From an optimization exercise on the open Yosys and OpenROAD flow, aimed at small area; shortcuts taken in it are not production practice. Only simulation tests tie the RTL to the original design; equivalence was not proved. Power and IR drop assume default switching activity.

==> flow/design.v (excerpt) <==
module hevc_rtp_depkt #(
    parameter FU_MAX_FRAGS = 32,
    parameter FU_MAX_BYTES = 16384
) (
    input  wire        clk,
    input  wire        rst,
    input  wire        in_valid,
    input  wire [7:0]  in_data,
    input  wire        in_last,
    input  wire        cfg_donl,
    input  wire        cfg_dond,
    input  wire        dp_reset,
    output reg         d_valid,
    output wire [1:0]  d_kind,
    output wire        d_nalv,
    output wire        d_f,
    output wire [5:0]  d_type,
    output wire [5:0]  d_layer,
    output wire [2:0]  d_tid,
    output wire        d_donl,
    output wire        d_dond,
    output wire [15:0] d_len,
    output wire [15:0] d_off,
    output wire [15:0] d_cnt,
    output reg         r_valid,
    output reg  [3:0]  r_status,
    output wire [18:0] r_hdrlen,
    output wire        r_p,
    output wire        r_x,
    output wire [3:0]  r_cc,
    output wire        r_m,
    output wire [6:0]  r_pt,
    output wire [15:0] r_seq,
    output wire [31:0] r_ts,
    output wire [31:0] r_ssrc,
    output wire        r_nal_f,
    output wire [5:0]  r_nal_type,
    output wire [5:0]  r_nal_layer,
    output wire [2:0]  r_nal_tid,
    output wire [1:0]  r_pos,
    output wire [5:0]  r_nfrag,
    output wire [15:0] r_fragbytes
);
export LEC_CHECK = 0
export CAP_MARGIN = 20
export CORE_MARGIN = 2
export CORE_UTILIZATION = 40
export SLEW_MARGIN = 20
create_clock -name core_clock -period 12.0 [get_ports {clk}]
run.sh (not shown) runs the stock make flow with config.mk's settings and CLKGATE_MAP_FILE= SYNTH_SCRIPT=/design/flow/synth_recipe.tcl, a recipe that flattens the netlist after the stock synthesis.
Rerun with:
==> flow/flow/run.sh (new file) <==
#!/bin/bash
# Layout flow: the standard ORFS flow (standard.sh, unchanged synthesis),
# with the port buffers made of the smallest buffer cell and a coarser
# clock tree without dummy loads.
set -euo pipefail
bash standard.sh finish \
  "BUFFER_PORTS_ARGS=-buffer_cell sky130_fd_sc_hd__buf_1" \
  "CTS_ARGS=-sink_clustering_enable -repair_clock_nets -dont_use_dummy_load -sink_clustering_size 30 -sink_clustering_max_diameter 80" \
  > standard_flow.log 2>&1
==> flow/standard.sh (new file) <==
#!/bin/bash
# synth_recipe.tcl (not shown) runs the flow's synth.tcl, then flattens the netlist and writes it again
# the make line also repeats each setting of config.mk as NAME=value (left out here)
make -C /OpenROAD-flow-scripts/flow DESIGN_CONFIG=/design/flow/config.mk WORK_HOME=/design/flow/orfs CLKGATE_MAP_FILE= SYNTH_SCRIPT=/design/flow/synth_recipe.tcl "${@:-finish}"
removed: flow/run.sh
Effect:
- design area went down by 12%
- global-route usage shrinks by 0.71 points
- area after synthesis stays the same
- setup slack is better by 0.57 ns
- core utilization is lower by 6.2 points
- wire length fell by 3.3%
- sequential power hardly moves
- die area does not change
- power decreases by 17%

* * *

hevc_rtp_depkt, a different RTL version from the one above (not shown whole).
Size in the first run: about 1,200 cells after synthesis.
export LEC_CHECK = 0
export CAP_MARGIN = 20
export CORE_MARGIN = 2
export CORE_UTILIZATION = 40
export SLEW_MARGIN = 20
create_clock -name core_clock -period 12.0 [get_ports {clk}]
Stock flow here: none of the scripts above is used.
The baseline produced a clean layout.
Rerun with:
Settings changed: ABC_AREA from default to 1.
=> The new run completed with no timing, DRC or antenna violations; wire length rose by a little under a tenth; worst setup slack improved by 1.3 ns; worst hold slack got worse by 0.0041 ns; non-clock buffer count fell by 2; clock power fell by about a fifth; cell count rose by about a fifth; sequential cell count is unchanged.
Rerun with:
Settings changed: CTS_BUF_LIST from default to sky130_fd_sc_hd__clkbuf_4, CTS_CLUSTER_SIZE from default to 30.
Cell area is about the same.
Area after synthesis is unchanged.
Clock power decreases by 2.8%.
Sequential share of layout area is about the same.
Routed wire length rose by 0.65%.
Non-clock buffer count is unchanged.
Power decreases by about 1.2%.
First-iteration DRC count drops by 14%.

* * *

Another version of the RTL of hevc_rtp_depkt (not shown whole).
Size: ~1000 cells after synthesis, ~250 flip-flops.
Settings: LEC_CHECK=0, CAP_MARGIN=20, CORE_MARGIN=2, CORE_UTILIZATION=40, SLEW_MARGIN=20; clock period 12.0 ns.
standard.sh (not shown) runs the stock make flow with config.mk's settings and CLKGATE_MAP_FILE= SYNTH_SCRIPT=/design/flow/synth_recipe.tcl, a recipe that flattens the netlist after the stock synthesis.
==> flow/flow/run.sh <==
#!/bin/bash
# Layout flow: the standard ORFS flow (standard.sh, unchanged synthesis),
# with the port buffers made of the smallest buffer cell, a coarser clock
# tree without dummy loads, and power recovery (downsizing of gates off the
# critical paths) after global routing.
set -euo pipefail
bash standard.sh finish \
  "BUFFER_PORTS_ARGS=-buffer_cell sky130_fd_sc_hd__buf_1" \
  "CTS_ARGS=-sink_clustering_enable -repair_clock_nets -dont_use_dummy_load -sink_clustering_size 30 -sink_clustering_max_diameter 80" \
  "RECOVER_POWER=100" \
  > standard_flow.log 2>&1
The baseline produced a layout that fails on max-capacitance violations, max-slew violations.
Edit:
==> flow/flow/run.sh (replaced) <==
#!/bin/bash
# Layout flow: the standard ORFS flow (standard.sh, unchanged synthesis),
# with the port buffers made of the smallest buffer cell and a coarser
# clock tree without dummy loads.
set -euo pipefail
bash standard.sh finish \
  "BUFFER_PORTS_ARGS=-buffer_cell sky130_fd_sc_hd__buf_1" \
  "CTS_ARGS=-sink_clustering_enable -repair_clock_nets -dont_use_dummy_load -sink_clustering_size 30 -sink_clustering_max_diameter 80" \
  > standard_flow.log 2>&1
What happened: This time the run ran to the end with no violations. Cell count does not change. Via count hardly moves. Critical path depth went down by 10. Sequential power hardly moves. Hold slack barely changes.
Edit:
==> flow/run.sh (new file) <==
#!/bin/bash
# synth_recipe.tcl (not shown) runs the flow's synth.tcl, then flattens the netlist and writes it again
# the make line also repeats each setting of config.mk as NAME=value (left out here)
make -C /OpenROAD-flow-scripts/flow DESIGN_CONFIG=/design/flow/config.mk WORK_HOME=/design/flow/orfs CLKGATE_MAP_FILE= SYNTH_SCRIPT=/design/flow/synth_recipe.tcl finish
CTS_CLUSTER_DIAMETER = 80   (was default)
CTS_CLUSTER_SIZE = 30   (was default)
removed: flow/flow/run.sh
removed: flow/standard.sh
Setup slack is worse by 0.46 ns.
Clock skew goes down by 0.038 ns.
Via count goes down by 2.3%.
Count of clock-buffer cells in the layout goes up by 1.
Non-clock buffer count goes down by 3.
Power goes up by 7.4%.
Die area does not change.
Global-route usage goes up by 0.27 points.
Combinational power goes up by 12%.
Final area goes up by 11%.

* * *

RTL: one of the versions met above, not the one the previous note started from.
For scale: roughly 240 I/O pins, ~13,000 µm² of cells after synthesis.
Settings: LEC_CHECK=0, CAP_MARGIN=20, CORE_MARGIN=2, CORE_UTILIZATION=40, CTS_CLUSTER_DIAMETER=60, CTS_CLUSTER_SIZE=24, SLEW_MARGIN=20; clock period 12.0 ns.
run.sh (not shown) runs the stock make flow with config.mk's settings and CLKGATE_MAP_FILE= SYNTH_SCRIPT=/design/flow/synth_recipe.tcl, a recipe that flattens the netlist after the stock synthesis.
Stock flow here: none of the scripts above is used.
==> next run, changes <==
--- a/flow/config.mk
+++ b/flow/config.mk
@@ -9,5 +9,5 @@
 export CORE_MARGIN = 2
 export CORE_UTILIZATION = 40
-export CTS_CLUSTER_DIAMETER = 60
-export CTS_CLUSTER_SIZE = 24
+export CTS_CLUSTER_DIAMETER = 80
+export CTS_CLUSTER_SIZE = 30
 export SLEW_MARGIN = 20
The new run finished clean.
Clock power came out lower by about 27%.
Cell area fell by about 2%.
Die area is unchanged.
Count of clock-buffer cells in the layout went down by 9.
Global-route usage went down by 0.15 points.

-- what the ideal ports hide --
Ports are ideal in the flow. The routed layouts listed here were re-timed in OpenROAD. Step 1 assumes that a clkbuf_16 drives the clock port and a buf_2 every other input. Step 2 adds t to the input delays and takes it off the output delays; t is the mean of the earliest and latest rising clock arrival at the registers after step 1. Input paths then give back, and output paths get back, about the clock's delay inside the block. Slacks: ideal ports / drivers / drivers and shift; pairs: ideal ports / drivers.
run	t, ns	setup WS [ns]	worst slew at a driven data input, ns
the first run of note 1	0.603	4.001 / 3.951 / 4.553	0.04
the second run of note 1	0.533	4.575 / 4.529 / 5.031	0.05
the first run of note 2	0.611	3.416 / 3.366 / 3.977	0.03
the second run of note 2	0.636	4.765 / 4.715 / 5.351	0.06
the third run of note 2	0.752	4.598 / 4.547 / 5.299	0.06
the first run of note 3	0.538	2.973 / 2.973 / 2.973	0.05
the second run of note 3	0.537	4.873 / 4.828 / 5.016	0.06
the third run of note 3	0.551	4.417 / 4.369 / 4.484	0.04
the first run of note 4	0.589	4.012 / 3.962 / 4.512	0.04
the second run of note 4	0.550	3.972 / 3.921 / 4.471	0.04
